From an optimization exercise on the open Yosys and OpenROAD flow, aimed at small area; shortcuts taken in it are not production practice.
Function was checked by simulation only, so behaviour that the tests miss may differ from the original.
No activity file was given, so power comes from the tool's default toggle rates.

### flow/design.v
module fcs16_table (
    input  wire [15:0] fcs,
    input  wire [7:0]  d,
    output wire [15:0] fcs_out
);
    wire [7:0] x = fcs[7:0] ^ d;
    wire [7:0] t = {x[7:4] ^ x[3:0], x[3:0]};
    assign fcs_out = {8'h00, fcs[15:8]} ^ {t, 8'h00} ^ {5'h00, t, 3'h0} ^ {12'h000, t[7:4]};
endmodule
module hdlc_tx #(
    parameter MAX_FRAME = 1500
) (
    input  wire       clk,
    input  wire       rst,
    input  wire       tx_valid,
    output wire       tx_ready,
    input  wire [1:0] tx_op,
    input  wire [7:0] tx_data,
    output wire       ts_valid,
    output wire [1:0] ts_code,
    output wire       wo_valid,
    output wire [7:0] wo_data,
    input  wire       wo_ready
);
    localparam [1:0] OP_BYTE  = 2'd0;
    localparam [1:0] OP_BEGIN = 2'd1;
    localparam [1:0] OP_END   = 2'd2;
    localparam [1:0] OP_ABORT = 2'd3;
    localparam [7:0] FLAG = 8'h7E;
    localparam [7:0] ESC  = 8'h7D;
    localparam [2:0] P_IDLE = 3'd0;
    localparam [2:0] P_FLAG = 3'd1;    
    localparam [2:0] P_ESCD = 3'd2;    
    localparam [2:0] P_FXLO = 3'd3;    
    localparam [2:0] P_FHI  = 3'd4;    
    localparam [2:0] P_FXHI = 3'd5;    
    localparam [10:0] C_FULL = 11'd47;
    reg        open;
    reg [15:0] fcs;
    reg [10:0] count;
    reg [2:0]  pst;
    reg        e6, e1;     
    function automatic is_res(input [7:0] v);
        is_res = (v == 8'h7E) || (v == 8'h7D) || (v == 8'h11) || (v == 8'h13);
    endfunction
    wire idle  = (pst == P_IDLE);
    wire full  = (count == C_FULL);
    wire [7:0] f_lo = ~fcs[7:0];
    wire [7:0] f_hi = ~fcs[15:8];
    wire d_res  = is_res(tx_data);
    wire lo_res = is_res(f_lo);
    wire hi_res = is_res(f_hi);
    wire op_begin = (tx_op == OP_BEGIN);
    wire op_byte  = (tx_op == OP_BYTE);
    wire ok = op_begin ? !open : (open && !(op_byte && full));
    assign tx_ready = idle && wo_ready;
    assign ts_valid = tx_valid && tx_ready;
    assign ts_code  = {op_byte && open && full, ~(open ^ op_begin)};
    assign wo_valid = !idle || (tx_valid && ok);
    reg [7:0] first;
    always @(*) begin
        case (tx_op)
            OP_BEGIN: first = FLAG;
            OP_BYTE:  first = d_res ? ESC : tx_data;
            OP_END:   first = lo_res ? ESC : f_lo;
            default:  first = ESC;
        endcase
    end
    reg [7:0] wd;
    always @(*) begin
        case (pst)
            P_IDLE:  wd = first;
            P_FLAG:  wd = FLAG;
            P_ESCD:  wd = {1'b0, e6, ~e6, 1'b1, e6, e6, e1, ~(e6 & e1)};
            P_FXLO:  wd = f_lo ^ 8'h20;
            P_FHI:   wd = hi_res ? ESC : f_hi;
            default: wd = f_hi ^ 8'h20;
        endcase
    end
    assign wo_data = wd;
    wire [15:0] fcs_upd;
    fcs16_table u_fcs (.fcs(fcs), .d(tx_data), .fcs_out(fcs_upd));
    wire accept_ok = tx_valid && tx_ready && ok;
    always @(posedge clk) begin
        if (rst) begin
            open <= 1'b0;
            pst  <= P_IDLE;
        end else if (idle) begin
            if (accept_ok) begin
                case (tx_op)
                    OP_BEGIN: open <= 1'b1;
                    OP_BYTE:  if (d_res) pst <= P_ESCD;
                    OP_END:   begin open <= 1'b0; pst <= lo_res ? P_FXLO : P_FHI; end
                    default:  begin open <= 1'b0; pst <= P_FLAG; end
                endcase
            end
        end else if (wo_ready) begin
            case (pst)
                P_FXLO:  pst <= P_FHI;
                P_FHI:   pst <= hi_res ? P_FXHI : P_FLAG;
                P_FXHI:  pst <= P_FLAG;
                default: pst <= P_IDLE;
            endcase
        end
    end
    always @(posedge clk) begin
        if (accept_ok) begin
            if (op_begin) begin
                fcs   <= 16'hFFFF;
                count <= 11'd0;
            end else if (op_byte) begin
                fcs   <= fcs_upd;
                count <= {count[9:0], ~(count[10] ^ count[8])};
                e6    <= tx_data[6];
                e1    <= tx_data[1];
            end
        end
    end
endmodule
module hdlc_rx #(
    parameter MAX_FRAME = 1500
) (
    input  wire       clk,
    input  wire       rst,
    input  wire       ri_valid,
    input  wire [7:0] ri_data,
    output wire       ro_valid,
    output wire       ro_event,
    output wire [7:0] ro_data
);
    localparam [1:0] RX_HUNT = 2'd0;
    localparam [1:0] RX_DATA = 2'd1;
    localparam [1:0] RX_ESC  = 2'd2;
    localparam [7:0] FLAG = 8'h7E;
    localparam [7:0] ESC  = 8'h7D;
    localparam [10:0] N0    = 11'd0;
    localparam [10:0] N1    = 11'd1;
    localparam [10:0] NFULL = 11'd191;
    reg [1:0]  state;
    reg [10:0] n;        
    reg [7:0]  h0, h1;   
    reg [15:0] fcs;      
    wire is_flag = (ri_data == FLAG);
    wire is_esc  = (ri_data == ESC);
    wire in_esc  = (state == RX_ESC);
    wire hunt    = (state == RX_HUNT);
    wire n0      = (n == N0);
    wire n1      = (n == N1);
    wire nfull   = (n == NFULL);
    wire [7:0]  dec_val = {ri_data[7:6], ri_data[5] ^ in_esc, ri_data[4:0]};
    wire [15:0] fcs_upd;
    fcs16_table u_fcs (.fcs(fcs), .d(dec_val), .fcs_out(fcs_upd));
    wire fcs_good = (fcs == 16'hF0B8);
    wire decode = !hunt && !is_flag && !(is_esc && !in_esc);
    assign ro_valid = ri_valid && !hunt &&
                      (is_flag ? (in_esc || !n0) : (decode && !n0 && !n1));
    assign ro_event = is_flag || nfull;
    assign ro_data  = !ro_event ? h0 :
                      !is_flag  ? 8'd4 :
                      in_esc    ? 8'd3 :
                      n1        ? 8'd2 :
                      {7'd0, !fcs_good};
    always @(posedge clk) begin
        if (rst) begin
            state <= RX_HUNT;
        end else if (ri_valid) begin
            if (is_flag)
                state <= RX_DATA;
            else if (!hunt) begin
                if (is_esc && !in_esc)
                    state <= RX_ESC;
                else
                    state <= nfull ? RX_HUNT : RX_DATA;
            end
        end
    end
    always @(posedge clk) begin
        if (ri_valid) begin
            if (is_flag) begin
                n   <= N0;
                fcs <= 16'hFFFF;
            end else if (decode) begin
                n   <= {n[9:0], ~(n[10] ^ n[8])};
                fcs <= fcs_upd;
                h0  <= h1;
                h1  <= dec_val;
            end
        end
    end
endmodule
module flen_tx #(
    parameter FLEN_MAX = 1500
) (
    input  wire        clk,
    input  wire        rst,
    input  wire        ft_valid,
    output wire        ft_ready,
    input  wire        ft_op,       
    input  wire [15:0] ft_len,
    input  wire [7:0]  ft_data,
    output wire        fs_valid,
    output wire [1:0]  fs_code,
    output wire        fo_valid,
    output wire [7:0]  fo_data,
    input  wire        fo_ready
);
    reg [10:0] remaining;    
    reg        hi_pend;      
    wire rem_zero = (remaining == 11'd0);
    wire big      = (ft_len > FLEN_MAX);
    wire ok       = ft_op ? (rem_zero && !big) : !rem_zero;
    assign ft_ready = !hi_pend && fo_ready;
    assign fs_valid = ft_valid && ft_ready;
    assign fs_code  = {ft_op && rem_zero && big, ft_op ^ rem_zero};
    assign fo_valid = hi_pend || (ft_valid && ok);
    assign fo_data  = hi_pend ? {5'd0, remaining[10:8]} : ft_op ? ft_len[7:0] : ft_data;
    wire accept_ok = ft_valid && ft_ready && ok;
    always @(posedge clk) begin
        if (rst) begin
            remaining <= 11'd0;
            hi_pend   <= 1'b0;
        end else begin
            if (hi_pend && fo_ready)
                hi_pend <= 1'b0;
            if (accept_ok) begin
                if (ft_op) begin
                    remaining <= ft_len[10:0];
                    hi_pend   <= 1'b1;
                end else begin
                    remaining <= remaining - 11'd1;
                end
            end
        end
    end
endmodule
module flen_rx #(
    parameter FLEN_MAX = 1500
) (
    input  wire       clk,
    input  wire       rst,
    input  wire       fi_valid,
    input  wire       fi_abort,
    input  wire [7:0] fi_data,
    output wire       fr_valid,
    output wire [7:0] fr_data,
    output wire       fe_valid,
    output wire [2:0] fe_code
);
    localparam [1:0] FL_HDR0 = 2'd0;
    localparam [1:0] FL_HDR1 = 2'd1;
    localparam [1:0] FL_BODY = 2'd2;
    localparam [1:0] FL_SKIP = 2'd3;
    reg [1:0]  state;
    reg [15:0] cnt;         
    wire [15:0] hdr_len  = {fi_data, cnt[7:0]};
    wire        len_zero = (hdr_len == 16'd0);
    wire        len_big  = (hdr_len > FLEN_MAX);
    wire        last     = (cnt == 16'd1);
    wire        byte_in  = fi_valid && !fi_abort;
    assign fr_valid = byte_in && (state == FL_BODY);
    assign fr_data  = fi_data;
    assign fe_valid = fi_valid && (fi_abort ? (state == FL_HDR1 || state == FL_BODY)
                                            : ((state == FL_HDR1 && (len_zero || len_big)) ||
                                               (state == FL_BODY && last)));
    assign fe_code  = fi_abort ? 3'd3 : (state == FL_HDR1 && len_big) ? 3'd5 : 3'd0;
    always @(posedge clk) begin
        if (rst) begin
            state <= FL_HDR0;
        end else if (fi_valid) begin
            if (fi_abort) begin
                state <= FL_HDR0;
            end else begin
                case (state)
                    FL_HDR0: state <= FL_HDR1;
                    FL_HDR1: state <= len_zero ? FL_HDR0 : len_big ? FL_SKIP : FL_BODY;
                    default: if (last) state <= FL_HDR0;
                endcase
            end
        end
    end
    always @(posedge clk) begin
        if (byte_in) begin
            case (state)
                FL_HDR0: cnt[7:0] <= fi_data;
                FL_HDR1: cnt      <= hdr_len;
                default: cnt      <= cnt - 16'd1;
            endcase
        end
    end
endmodule
module hdlc_framer (
    input  wire        clk,
    input  wire        rst,
    input  wire        tx_valid,
    output wire        tx_ready,
    input  wire [1:0]  tx_op,
    input  wire [7:0]  tx_data,
    output wire        ts_valid,
    output wire [1:0]  ts_code,
    output wire        wo_valid,
    output wire [7:0]  wo_data,
    input  wire        wo_ready,
    input  wire        ri_valid,
    input  wire [7:0]  ri_data,
    output wire        ro_valid,
    output wire        ro_event,
    output wire [7:0]  ro_data,
    input  wire        ft_valid,
    output wire        ft_ready,
    input  wire        ft_op,
    input  wire [15:0] ft_len,
    input  wire [7:0]  ft_data,
    output wire        fs_valid,
    output wire [1:0]  fs_code,
    output wire        fo_valid,
    output wire [7:0]  fo_data,
    input  wire        fo_ready,
    input  wire        fi_valid,
    input  wire        fi_abort,
    input  wire [7:0]  fi_data,
    output wire        fr_valid,
    output wire [7:0]  fr_data,
    output wire        fe_valid,
    output wire [2:0]  fe_code
);
    hdlc_tx #(.MAX_FRAME(1500)) u_tx (
        .clk(clk), .rst(rst),
        .tx_valid(tx_valid), .tx_ready(tx_ready), .tx_op(tx_op), .tx_data(tx_data),
        .ts_valid(ts_valid), .ts_code(ts_code),
        .wo_valid(wo_valid), .wo_data(wo_data), .wo_ready(wo_ready)
    );
    hdlc_rx #(.MAX_FRAME(1500)) u_rx (
        .clk(clk), .rst(rst),
        .ri_valid(ri_valid), .ri_data(ri_data),
        .ro_valid(ro_valid), .ro_event(ro_event), .ro_data(ro_data)
    );
    flen_tx #(.FLEN_MAX(1500)) u_ftx (
        .clk(clk), .rst(rst),
        .ft_valid(ft_valid), .ft_ready(ft_ready), .ft_op(ft_op), .ft_len(ft_len),
        .ft_data(ft_data),
        .fs_valid(fs_valid), .fs_code(fs_code),
        .fo_valid(fo_valid), .fo_data(fo_data), .fo_ready(fo_ready)
    );
    flen_rx #(.FLEN_MAX(1500)) u_frx (
        .clk(clk), .rst(rst),
        .fi_valid(fi_valid), .fi_abort(fi_abort), .fi_data(fi_data),
        .fr_valid(fr_valid), .fr_data(fr_data),
        .fe_valid(fe_valid), .fe_code(fe_code)
    );
endmodule
### flow/constraint.sdc
create_clock -name core_clock -period 6.0 [get_ports {clk}]
set_input_delay 1.2000 -clock core_clock [delete_from_list [all_inputs] [get_ports {clk}]]
set_output_delay 1.2000 -clock core_clock [all_outputs]
set_load 0.01 [all_outputs]
### flow/config.mk
export PLATFORM = sky130hd
export DESIGN_NAME = hdlc_framer
export DESIGN_NICKNAME = hdlc_framer
export VERILOG_FILES = /design/flow/design.v
export SDC_FILE = /design/flow/constraint.sdc
export NUM_CORES = 4
export LEC_CHECK = 0
export ABC_AREA = 1
export CAP_MARGIN = 20
export CORE_MARGIN = 2
export CORE_UTILIZATION = 40
export SLEW_MARGIN = 20
### flow/run.sh
#!/bin/bash
# synth_recipe.tcl (not shown) runs the flow's synth.tcl, then flattens the netlist and writes it again
# the make line also repeats each setting of config.mk as NAME=value (left out here)
make -C /OpenROAD-flow-scripts/flow DESIGN_CONFIG=/design/flow/config.mk WORK_HOME=/design/flow/orfs CLKGATE_MAP_FILE= SYNTH_SCRIPT=/design/flow/synth_recipe.tcl finish
==> results_tabular.tex <==
\begin{tabular}{lr}
\hline
Metric & Value \\
\hline
\multicolumn{2}{l}{\textbf{Status}} \\
\quad Result of the run & no timing/DRC/antenna violations \\
\multicolumn{2}{l}{\textbf{Pwr}} \\
\quad Worst voltage drop across the vdd grid & 135.4 uV \\
\quad Total leakage power & 3.574 nW \\
\quad Power, Total & 1.984 mW \\
\quad Pwr Density & 236.2 nW/um\^{}2 \\
\multicolumn{2}{l}{\textbf{Finish}} \\
\quad Antenna diode instance count & 0 \\
\quad Layout cell share with drive strength beyond 1 & 0.05384 \\
\quad Synth-to-Final Area Change & 23.19\% \\
\quad Post-route cell area & 8401 sq um \\
\quad Number of nets in the layout & 1066 \\
\multicolumn{2}{l}{\textbf{Synthesis}} \\
\quad Unique cell type count in the Yosys netlist & 44 \\
\quad Number of enable flip-flop cells after synthesis & 88 \\
\quad Post-synth net total & 969 \\
\quad Top FF cell, synth & edfxtp\_1 \\
\quad Leading post-synthesis cells by instance count & 211 x nand2\_1, 135 x inv\_1, 131 x nor2\_1 \\
\quad Seq/Total Area, Yosys & 0.4462 \\
\quad Cell area after technology mapping & 6819 sq um \\
\quad FFs w/ async S/R, synth & 0 \\
\quad Most repeated cell in the gate-level netlist after synthesis & nand2\_1 \\
\quad Register bit count reported by yosys & 108 \\
\quad Yosys warnings & 4 \\
\quad Post-Syn Area per Cell & 7.568 sq um \\
\quad Yosys top cell by area & edfxtp\_1 \\
\quad Synthesized instance count & 901 \\
\quad Fraction of post-synthesis cell area in the top cell type by area & 0.3875 \\
\quad Leading post-synthesis cells by cell area & edfxtp\_1 39\%, nand2\_1 12\%, inv\_1 7.4\%, nor2\_1 7.2\%, dfxtp\_1 5.9\% \\
\multicolumn{2}{l}{\textbf{Flow run}} \\
\quad Max-capacitance violation count & 0 \\
\multicolumn{2}{l}{\textbf{Place}} \\
\quad Port bufs & 108 \\
\quad Placement-stage cell area & 8064 sq um \\
\quad Post-detail-place hpwl & 12900 microns \\
\quad Setup slack at placement & 1.152 ns \\
\quad Placer Congestion & 0.9065 \\
\multicolumn{2}{l}{\textbf{Timing}} \\
\quad Count of endpoints failing hold in the final timing report & 0 \\
\quad Ratio of final minimum period to clock period & 0.8054 \\
\quad Aggregate negative setup slack & 0 ns \\
\quad Slew at the pin with the worst max-slew slack & 0.7240 ns \\
\quad Worst Setup Slack, final & 1.168 ns \\
\quad Final critical delay including setup and external delays & 4.832 ns \\
\quad Worst-case headroom to the max-slew limit & 0.5155 \\
\quad Number of pins with negative max-slew slack in the final report & 0 \\
\quad Largest clock skew in the final design & 0.008290 ns \\
\quad Setup-violating endpoint count in the final report & 0 \\
\quad Unrepaired setup endpoints after global routing & no \\
\quad Top achievable clock speed & 206.9 MHz \\
\multicolumn{2}{l}{\textbf{Die}} \\
\quad Total die area & 18110 sq um \\
\quad Horiz. Die Dim & 134.6 microns \\
\quad Initial Util & 0.4097 \\
\quad Count of pins on the block boundary & 109 \\
\quad Number of standard-cell rows in the floorplan & 47 \\
\quad Height of the die & 134.6 microns \\
\quad Std-Cell Core Area & 16640 sq um \\
\multicolumn{2}{l}{\textbf{CTS}} \\
\quad Number of gates resized after CTS & 0 \\
\quad Number of buffers inserted for hold repair after clock tree synthesis & 0 \\
\quad Number of buffers inserted to repair setup after CTS & 0 \\
\quad H-Tree Depth & 3 \\
\quad Maximum clock insertion buffer count & 2 \\
\quad Clock tree from TritonCTS & yes \\
\quad Worst skew pair latency & 0.36 ns \\
\quad Library cell used as clock root buffer & clkbuf\_16 \\
\quad Number of CTS-inserted buffers & 9 \\
\quad Clock-pin transition on the worst setup and hold timing paths & 0.08 ns \\
\quad Number of sinks driven by the clock tree & 108 \\
\multicolumn{2}{l}{\textbf{Route}} \\
\quad Vias & 5966 \\
\quad Vias per cell & 4.878 \\
\quad Antenna-violating nets left & 0 \\
\quad DRC & 0 \\
\quad Drt first pass iters & 7 \\
\quad Avg WL per Cell & 13.63 microns \\
\quad Number of DRC violations after detailed-routing iteration 0 & 397 \\
\quad Total routed wirelength & 16670 microns \\
\multicolumn{2}{l}{\textbf{Setup path}} \\
\quad Most prevalent standard cell on the critical path & clkdlybuf4s50\_1 \\
\quad Master of the slowest instance on the critical path & clkdlybuf4s50\_1 \\
\quad Launching element type of the critical path & input pin \\
\quad Reg2Reg Launch Point & u\_tx.pst[0] \\
\quad Max stage delay on crit path & 0.87 ns \\
\quad Worst endpoint data arrival time & 3.63 ns \\
\quad Ordered cell list for the critical path & clkdlybuf4s50\_1 -> clkinv\_1 -> buf\_4 -> a211oi\_1 -> a21oi\_1 -> clkdlybuf4s50\_1 \\
\quad Setup crit start & ft\_op \\
\quad Start-to-end type of the worst setup path & input pin to primary output \\
\quad Worst path buffer plus inverter count & 4 \\
\quad Endpoint type of the worst setup path & primary output \\
\quad Top cell family by delay on the critical path & buffers and inverters \\
\quad Endpoint required time on the critical path & 4.80 ns \\
\quad Largest fanout on the critical path & 18 \\
\multicolumn{2}{l}{\textbf{Worst hold path}} \\
\quad Worst min-delay path category & register to register \\
\quad Worst Min Path Start & u\_rx.h1[7] \\
\multicolumn{2}{l}{\textbf{Global route}} \\
\quad Via count of the first global-routing pass & 5643 \\
\quad Largest net degree at the start of global routing & 21 \\
\quad Congestion Overflow GR & 0 \\
\quad Initial antenna violation count & 0 \\
\quad First-pass GRT wire length & 27440 microns \\
\quad Overall Global Routing Usage & 0.1891 \\
\hline
\end{tabular}
## per-layer routing
layer	track usage	routed length [microns]
met5	0	0
met4	0.05146	266
met3	0.03491	824
met2	0.3124	7734
met1	0.2562	7846
## cell type report
| cell class | count | area, sq um |
|---|---|---|
| well taps | 220 | 275.3 |
| multi-input cells | 626 | 3100 |
| fillers | 1631 | 8242 |
| clock buffers | 9 | 225.2 |
| flip-flops and latches | 108 | 3043 |
| repair buffers | 113 | 1119 |
| clock inverters | 7 | 111.4 |
| inverters | 140 | 526.8 |
## final timing paths
path	cells past startpoint	slack, ns	end
setup / recovery	6	1.17	fo_data[1]
hold / removal	0	0.43	u_rx.h0[7]
setup reg to reg	8	3.24	u_tx.fcs[0]
hold reg to reg	0	0.43	u_rx.h0[7]
## cell families (layout without fill, tap and decap cells)
group | Yosys count | after routing | share of synthesized area
AO/OA/AOI/OAI | 103 | 103 | 0.08404
XOR/XNOR | 39 | 39 | 0.05119
AND/OR/NAND/NOR | 476 | 476 | 0.3033
adder cells (fa/ha/maj) | 8 | 8 | 0.01468
buffers and inverters | 167 | 269 | 0.1005
flip-flops | 108 | 108 | 0.4462
## through the flow
step           instances  hold WS (ns)  utilization
2_1_floorplan        901        0.4003            -
3_3_place_gp        1207        0.4034       0.4846
3_5_place_dp        1207        0.4045       0.4846
4_1_cts             1223        0.4262       0.5048
5_1_grt             1223        0.4313       0.5048
6_report            1223        0.4271       0.5048
## power breakdown
group / switching [mW] / total [mW] / internal [mW]
Clock: 0.299 / 0.678 / 0.378
Combinational: 0.253 / 0.458 / 0.205
Sequential: 0.0185 / 0.848 / 0.830
Total: 0.571 / 1.98 / 1.41
## registers in the layout (all words and copies together), names as in the netlist
| signal | flops |
|---|---|
| u_tx.e6 | 1 |
| u_tx.pst | 3 |
| u_ftx.remaining | 11 |
| u_rx.fcs | 16 |
| u_rx.n | 11 |
| u_frx.cnt | 16 |
| u_tx.e1 | 1 |
| u_tx.count | 11 |
| u_tx.fcs | 16 |
| u_rx.h0 | 8 |
| u_frx.state | 2 |
| u_ftx.hi_pend | 1 |
| u_tx.open | 1 |
| u_rx.h1 | 8 |
| u_rx.state | 2 |
## placed cells by master (no fill, tap or decap), types with 2 or more instances in the layout
master	count
nand3_2	3
a21boi_0	4
buf_4	5
o211ai_1	5
xor2_1	11
o22ai_1	2
inv_2	2
a22oi_1	2
a21o_1	2
nor2_2	10
nand2_4	2
ha_1	8
or2_2	10
nand3_1	66
inv_8	3
clkdlybuf4s50_1	108
a31oi_1	2
nand3b_1	4
dfxtp_1	20
nor2_1	129
nor3_1	10
clkbuf_16	9
a211oi_1	4
inv_6	2
clkinv_1	2
nand2_1	211
a21oi_1	44
nor3_2	2
nand4_1	23
edfxtp_1	88
bufinv_16	2
inv_1	135
xnor2_1	27
o21ai_0	35

## separate check: timing with driven ports
No port has a modelled driver above. Below, the same layout with a new extraction and two added sets of constraints. Step 1: set_driving_cell puts a clkbuf_16 on clk and a buf_2 on each other input, an assumption about the parent block. Step 2 times the ports against the registers' clock, not the clock port: input delays grow and output delays shrink by t, the midpoint of the rising clock arrivals with the driver on. Slacks: ideal / step 1 / step 2; pairs: ideal / step 1.
shift t [ns]: 0.395
setup WS [ns]: 1.168 / 1.142 / 1.142
clock arrival spread, ns: 0.012 / 0.012
worst slew at a driven data input, ns: 0.04
cell pins on the clock port's net: 1
After both steps this run still meets setup and hold. For this run, drivers alone change the setup slack by -0.026 ns; drivers and shift together by -0.026 ns.
